From an optimization exercise on the open Yosys and OpenROAD flow, aimed at small area, a short achievable clock period and few clock cycles per item; shortcuts taken in it are not production practice.
The RTL was checked by simulation tests, not by an equivalence proof against the original design.
Power and IR drop assume default switching activity.

`config.mk`:
```
export PLATFORM = sky130hd
export DESIGN_NAME = ssdp_fwd
export DESIGN_NICKNAME = ssdp_fwd
export VERILOG_FILES = /design/flow/design.v
export SDC_FILE = /design/flow/constraint.sdc
export NUM_CORES = 4
export LEC_CHECK = 0
export CAP_MARGIN = 20
export CORE_MARGIN = 2
export CORE_UTILIZATION = 40
export SLEW_MARGIN = 20
```
`constraint.sdc`:
```
create_clock -name core_clock -period 8.0 [get_ports {clk}]
set_input_delay 1.6000 -clock core_clock [delete_from_list [all_inputs] [get_ports {clk}]]
set_output_delay 1.6000 -clock core_clock [all_outputs]
set_load 0.01 [all_outputs]
```
`design.v`:
```
module ssdp_fwd (
    input  wire         clk,
    input  wire         rst,
    input  wire         cfg_we,
    input  wire [2:0]   cfg_port,
    input  wire [12:0]  cfg_vlan,
    input  wire         st_we,
    input  wire [2:0]   st_port,
    input  wire         st_fwd,
    input  wire [1:0]   tt_policy,
    input  wire         in_valid,
    output wire         in_ready,
    input  wire [2:0]   in_port,
    input  wire [10:0]  in_len,
    input  wire [143:0] in_hdr,
    output wire         out_valid,
    input  wire         out_ready,
    output reg  [1:0]   out_class,    
    output reg  [2:0]   out_port,     
    output reg  [11:0]  out_vid,      
    output reg  [23:0]  out_sel       
);
    localparam NP = 8;
    localparam NE = 32;
    localparam CLS_MALFORMED = 2'd0;
    localparam CLS_CONTROL   = 2'd1;
    localparam CLS_DATA      = 2'd2;
    localparam CLS_NOVLAN    = 2'd3;
    localparam SEL_NONE     = 3'd0;
    localparam SEL_VERBATIM = 3'd1;
    localparam SEL_INSERT   = 3'd2;
    localparam SEL_STRIP    = 3'd3;
    localparam SEL_RETAG    = 3'd4;
    localparam S_IDLE   = 2'd0;
    localparam S_LEARN  = 2'd1;
    localparam S_LOOKUP = 2'd2;
    localparam S_OUT    = 2'd3;
    reg [1:0] state;
    reg [12:0] port_vlan [0:NP-1];
    reg [NP-1:0] port_fwd;
    reg [NE-1:0] ent_valid;
    reg [47:0]   ent_key  [0:NE-1];
    reg [2:0]    ent_port [0:NE-1];
    reg [143:0] f_hdr;
    reg [10:0]  f_len;
    reg [2:0]   f_port;
    wire [47:0] dst_mac  = f_hdr[143:96];
    wire [47:0] src_mac  = f_hdr[95:48];
    wire [15:0] type0    = f_hdr[47:32];
    wire [15:0] tci      = f_hdr[31:16];
    wire [15:0] type1    = f_hdr[15:0];
    wire        is_tagged   = (type0 == 16'h8200);
    wire [15:0] type_fld = is_tagged ? type1 : type0;
    wire [11:0] tag_vid  = tci[11:0];
    wire        malformed = (f_len < 11'd14) || (is_tagged && (f_len < 11'd18));
    wire        control   = (type_fld == 16'd38);
    wire        is_data   = !malformed && !control;
    wire [47:0] search_key = (state == S_LEARN) ? src_mac : dst_mac;
    reg  [NE-1:0] hit;
    integer i;
    always @(*) begin
        for (i = 0; i < NE; i = i + 1)
            hit[i] = ent_valid[i] && (ent_key[i] == search_key);
    end
    wire any_hit = |hit;
    wire full    = &ent_valid;
    reg [4:0] free_idx;
    always @(*) begin
        free_idx = 5'd0;
        for (i = NE - 1; i >= 0; i = i - 1)
            if (!ent_valid[i]) free_idx = i[4:0];
    end
    reg [2:0] hit_port;
    always @(*) begin
        hit_port = 3'd0;
        for (i = 0; i < NE; i = i + 1)
            if (hit[i]) hit_port = hit_port | ent_port[i];
    end
    wire        p_trunk  = port_vlan[f_port][12];
    wire [11:0] p_avid   = port_vlan[f_port][11:0];
    wire        no_vlan  = p_trunk && !is_tagged;
    wire [11:0] frame_v  = p_trunk ? tag_vid : p_avid;
    wire        bcast    = (dst_mac == 48'hffff_ffff_ffff);
    wire        unicast  = !bcast && any_hit;
    reg [NP-1:0] cand;
    reg [23:0]   sel;
    integer q;
    always @(*) begin
        for (q = 0; q < NP; q = q + 1) begin
            if (unicast)
                cand[q] = (hit_port == q[2:0]);
            else
                cand[q] = 1'b1;
            if (f_port == q[2:0])
                cand[q] = 1'b0;
        end
        for (q = 0; q < NP; q = q + 1) begin
            sel[3*q +: 3] = SEL_NONE;
            if (cand[q] && (!port_vlan[q][12] || port_fwd[q])) begin
                if (port_vlan[q][12]) begin
                    if (!p_trunk)
                        sel[3*q +: 3] = SEL_INSERT;
                    else if (tt_policy == 2'd1)
                        sel[3*q +: 3] = SEL_RETAG;
                    else if (tt_policy == 2'd2)
                        sel[3*q +: 3] = SEL_INSERT;
                    else
                        sel[3*q +: 3] = SEL_VERBATIM;
                end else if (frame_v == port_vlan[q][11:0]) begin
                    sel[3*q +: 3] = p_trunk ? SEL_STRIP : SEL_VERBATIM;
                end
            end
        end
    end
    assign in_ready  = (state == S_IDLE);
    assign out_valid = (state == S_OUT);
    always @(posedge clk) begin
        if (rst) begin
            state     <= S_IDLE;
            ent_valid <= {NE{1'b0}};
            port_fwd  <= {NP{1'b1}};
        end else begin
            if (cfg_we)
                port_vlan[cfg_port] <= cfg_vlan;
            if (st_we)
                port_fwd[st_port] <= st_fwd;
            case (state)
                S_IDLE: begin
                    if (in_valid) begin
                        f_hdr  <= in_hdr;
                        f_len  <= in_len;
                        f_port <= in_port;
                        state  <= S_LEARN;
                    end
                end
                S_LEARN: begin
                    if (is_data) begin
                        if (any_hit) begin
                            for (i = 0; i < NE; i = i + 1)
                                if (hit[i]) ent_port[i] <= f_port;
                        end else if (!full) begin
                            ent_valid[free_idx] <= 1'b1;
                            ent_key[free_idx]   <= src_mac;
                            ent_port[free_idx]  <= f_port;
                        end
                    end
                    state <= S_LOOKUP;
                end
                S_LOOKUP: begin
                    out_port <= f_port;
                    out_vid  <= frame_v;
                    if (malformed) begin
                        out_class <= CLS_MALFORMED;
                        out_sel   <= 24'd0;
                    end else if (control) begin
                        out_class <= CLS_CONTROL;
                        out_sel   <= 24'd0;
                    end else if (no_vlan) begin
                        out_class <= CLS_NOVLAN;
                        out_sel   <= 24'd0;
                    end else begin
                        out_class <= CLS_DATA;
                        out_sel   <= sel;
                    end
                    state <= S_OUT;
                end
                S_OUT: begin
                    if (out_ready)
                        state <= S_IDLE;
                end
            endcase
        end
    end
endmodule
```
`run.sh`:
```
#!/bin/bash
# synth_recipe.tcl (not shown) runs the flow's synth.tcl, then flattens the netlist and writes it again
# the make line also repeats each setting of config.mk as NAME=value (left out here)
make -C /OpenROAD-flow-scripts/flow DESIGN_CONFIG=/design/flow/config.mk WORK_HOME=/design/flow/orfs CLKGATE_MAP_FILE= SYNTH_SCRIPT=/design/flow/synth_recipe.tcl finish
```
==> results.sh <==
export IMPL_dp_hpwl_um=173300
export IMPL_cts_buffer_depth=3
export IMPL_hold_path_class="flip-flop to flip-flop"
export IMPL_ys_seq_elements=1975
export IMPL_hold_slack_ns=0.5089
export IMPL_p_leak_uw=0.02897
export IMPL_p_sw_uw=10190
export IMPL_worstPathMaxFanout=48
export IMPL_cts_setup_buffers=0
export IMPL_total_power_uw=29910
export IMPL_io_buffers=223
export IMPL_synth_top_area_frac=0.6934
export IMPL_p_comb_frac=0.293
export IMPL_die_area_um2=212600
export IMPL_cts_clk_slew_worst_paths_ns=0.06
export IMPL_viasPerCell=5.961
export IMPL_insertion_delay_ns=0.87
export IMPL_skew_ns=0.06493
export IMPL_gp_congestion=0.9245
export IMPL_stdcell_count=8514
export IMPL_start_util=0.4028
export IMPL_cts_root_buf="clkbuf_16"
export IMPL_die_w_um=461.1
export IMPL_ctsHtreeMaxLevel=4
export IMPL_cts_made_buffers=198
export IMPL_p_int_uw=19720
export IMPL_drc_errors=0
export IMPL_status="no timing/DRC/antenna violations"
export IMPL_first_global_vias=47254
export IMPL_worstSetupPathType="flip-flop to flip-flop"
export IMPL_synth_edf_count=1930
export IMPL_drt_iter0_drc=9466
export IMPL_yosys_top_cells_area="edfxtp_1, xnor2_1, nor4_1, xor2_1, dfxtp_1"
export IMPL_placed_cells=8148
export IMPL_dr_pass1_iters=5
export IMPL_dp_slack_ns=0.9572
export IMPL_fp_dieH_um=461.1
export IMPL_hold_buffers=0
export IMPL_vias=50755
export IMPL_grt_remaining_overflow=0
export IMPL_crit_arrival_ns=7.56
export IMPL_syn_to_final_growth_pct=16.05
export IMPL_nets=5760
export IMPL_grt_pass1_wl_um=409800
export IMPL_max_freq_mhz=140.5
export IMPL_syn_avg_cell_area_um2=16.41
export IMPL_antenna_found_initial=42
export IMPL_finalWirelength_um=308200
export IMPL_wire_per_inst_um=36.20
export IMPL_cts_resized=0
export IMPL_rsz0062_at_grt="false"
export IMPL_finalHoldViolCount=0
export IMPL_syn_nets=5292
export IMPL_final_antenna_net_count=0
export IMPL_utilization=0.4674
export IMPL_final_min_clock_period_ns=7.116
export IMPL_report_final_slew_viol_count=0
export IMPL_power_density_nw_per_um2=308.3
export IMPL_yosysTopAreaCell="edfxtp_1"
export IMPL_synthCells=5092
export IMPL_setup_viol=0
export IMPL_synthesis_area_um2=83580
export IMPL_pwr_share_seq=0.404
export IMPL_clkPwrFrac=0.303
export IMPL_coreArea_um2=207500
export IMPL_io_pins=229
export IMPL_cts_tree="yes"
export IMPL_ys_flop_type="edfxtp_1"
export IMPL_slew_headroom=0.1656
export IMPL_worst_slew_pin_transition_ns=1.225
export IMPL_drive_gt1_frac=0.1204
export IMPL_crit_required_ns=8.44
export IMPL_grt_max_degree=66
export IMPL_grt_usage=0.2860
export IMPL_cts_sinks=1975
export IMPL_synthDistinctLibCells=82
export IMPL_netSwitchingFraction=0.3407
export IMPL_fp_row_count=167
export IMPL_vdd_ir_drop_max_mv=0.2740
export IMPL_ys_async_sr_fraction=0
export IMPL_cap_violations=0
export IMPL_yosysSeqAreaShare=0.7042
export IMPL_cp_start_kind="flip-flop"
export IMPL_worst_slack_ns=0.8837
export IMPL_synth_warnings=1
export IMPL_fin_crit_sh=0.8895
export IMPL_endpoint_kind="flip-flop"
layer usage:
metal | wire length [um] | GRT usage | up-vias
met1 | 116000 | 0.3898 | 26500
met2 | 139200 | 0.4424 | 3513
li1 | - | - | 20135
met5 | 45 | 0 | -
met4 | 15810 | 0.1276 | 6
met3 | 37070 | 0.05808 | 601
cell usage after synthesis, types with 12 or more instances:
cell       instances
mux4_2            26
nor4_2            31
ha_1              14
nor3_1            61
xnor2_1         1440
buf_2             70
a22o_1            34
a211oi_1          13
o22ai_1           24
buf_6             22
and3_1            12
buf_4             69
and2_1            30
nand3_1           71
nor2_1            73
clkbuf_1          23
inv_1             60
o2bb2ai_1         25
a21oi_1           29
mux2i_4           38
dfxtp_1           45
nand4_1          114
nor4_1           355
mux2i_1           21
xor2_1           105
a22oi_1           31
nand2_1          106
a31oi_1           12
edfxtp_1        1930
o21ai_0           24
worst max-delay path, stage by stage, from the launching register on:
cell	delay [ns]
dfxtp_1	0.34
inv_1	0.11
ha_4	0.61
buf_4	0.43
mux2i_4	0.79
buf_4	0.42
xnor2_1	0.16
nor4_1	0.09
nand4_1	0.18
nor4_2	0.11
a2111oi_0	0.96
nand2_1	0.14
nor4_2	0.27
nand2_1	0.16
nor2_1	0.81
buf_4	0.33
and2_2	0.16
buf_4	0.52
sequential cells by signal, indices dropped and copies added, names as in the netlist, 10 cells and up, named ones only:
signal,count
ent_key,1536
f_hdr,140
port_vlan,104
ent_port,96
ent_valid,32
out_sel,24
out_vid,12
f_len,10
placed cells by master, fill, tap and decap left out, drive strengths merged, types with 8 or more instances in the layout:
cell / instances
diode: 12
dfxtp: 45
xor2: 105
a22oi: 31
edfxtp: 1930
xnor2: 1440
nor2b: 10
a211oi: 14
ha: 14
a22o: 34
bufinv: 11
a221oi: 11
a31oi: 13
mux4: 26
o2bb2ai: 25
nand2: 106
and2: 30
clkbuf: 254
or4: 11
clkinv: 74
o22ai: 24
and3: 12
clkdlybuf4s50: 222
clkinvlp: 8
buf: 242
a21o: 11
mux2i: 64
nor4: 387
o21ai: 37
a21oi: 29
nand4: 115
nand3: 71
inv: 67
nor2: 73
a221o: 10
nor3: 61
cell families after synthesis:
| kind of cell | share of synthesized area |
|---|---|
| adders and majority gates | 0.002096 |
| muxes | 0.02112 |
| AOI/OAI and AO/OA | 0.02789 |
| buffers and inverters | 0.01859 |
| and+or+nand+nor | 0.06419 |
| xor gates and xnor gates | 0.1619 |
| DFF | 0.7042 |
final timing paths:
check              start             to  slack, ns  depth (start not counted)
max reg2reg     state[1]  ent_key[6][5]       0.88                         17
max             state[1]  ent_key[6][5]       0.88                         17
min          port_fwd[6]    port_fwd[6]       0.51                          1
min reg2reg  port_fwd[6]    port_fwd[6]       0.51                          1
final cells by class:
type / count / area (um2)
clock inverters: 100 / 982.2
well taps: 2788 / 3488
inverters: 60 / 230.2
diodes: 12 / 30.03
repair buffers: 464 / 4732
fillers: 17755 / 110500
flip-flops and latches: 1975 / 58860
clock buffers: 254 / 5185
multi-input cells: 2861 / 23480
power groups by stage:
stage               Clock, uW  Sequential [uW]  Combinational, uW
finish                   9060            12100               8760
global route             9480            12100               8910
CTS                      9090            12100               8580
detailed placement          0            12300               8540
global placement            0            12300               8510
floorplan                   0            12300               4740
through the flow:
stage                     cell area [um2]  TNS [ns]
after floorplan                     83580    -39.34
after global placement              90750         0
after detailed placement            90770         0
after CTS                           96940         0
after global routing                96960         0
final                               96990         0
Testbench counts, summed over its fixed seeds: cycles 128,048, frames 32,000.

## port drivers added, routing unchanged
How much do the figures lean on ideal ports? The routed layout below was timed once more, with nothing changed but the port constraints. Step 1 assumes that a clkbuf_16 drives the clock port and a buf_2 every other input. Step 2 moves the port delays by t, midway between the first and last clock arrival at a register: inputs arrive t later, outputs are due t later. That takes back most of the time a late clock gives input paths. a / b / c = no drivers / after step 1 / after step 2; a / b = the first two.
t (ns): 0.925
slack for setup (ns): 0.884 / 0.884 / 0.884
worst setup path at the end: register to register
clock arrival spread, ns: 0.065 / 0.065
worst slew at a driven data input, ns: 0.13
After both steps this run still meets setup and hold. The setup slack of this run moves by 0.000 ns with the drivers and by 0.000 ns with both steps.
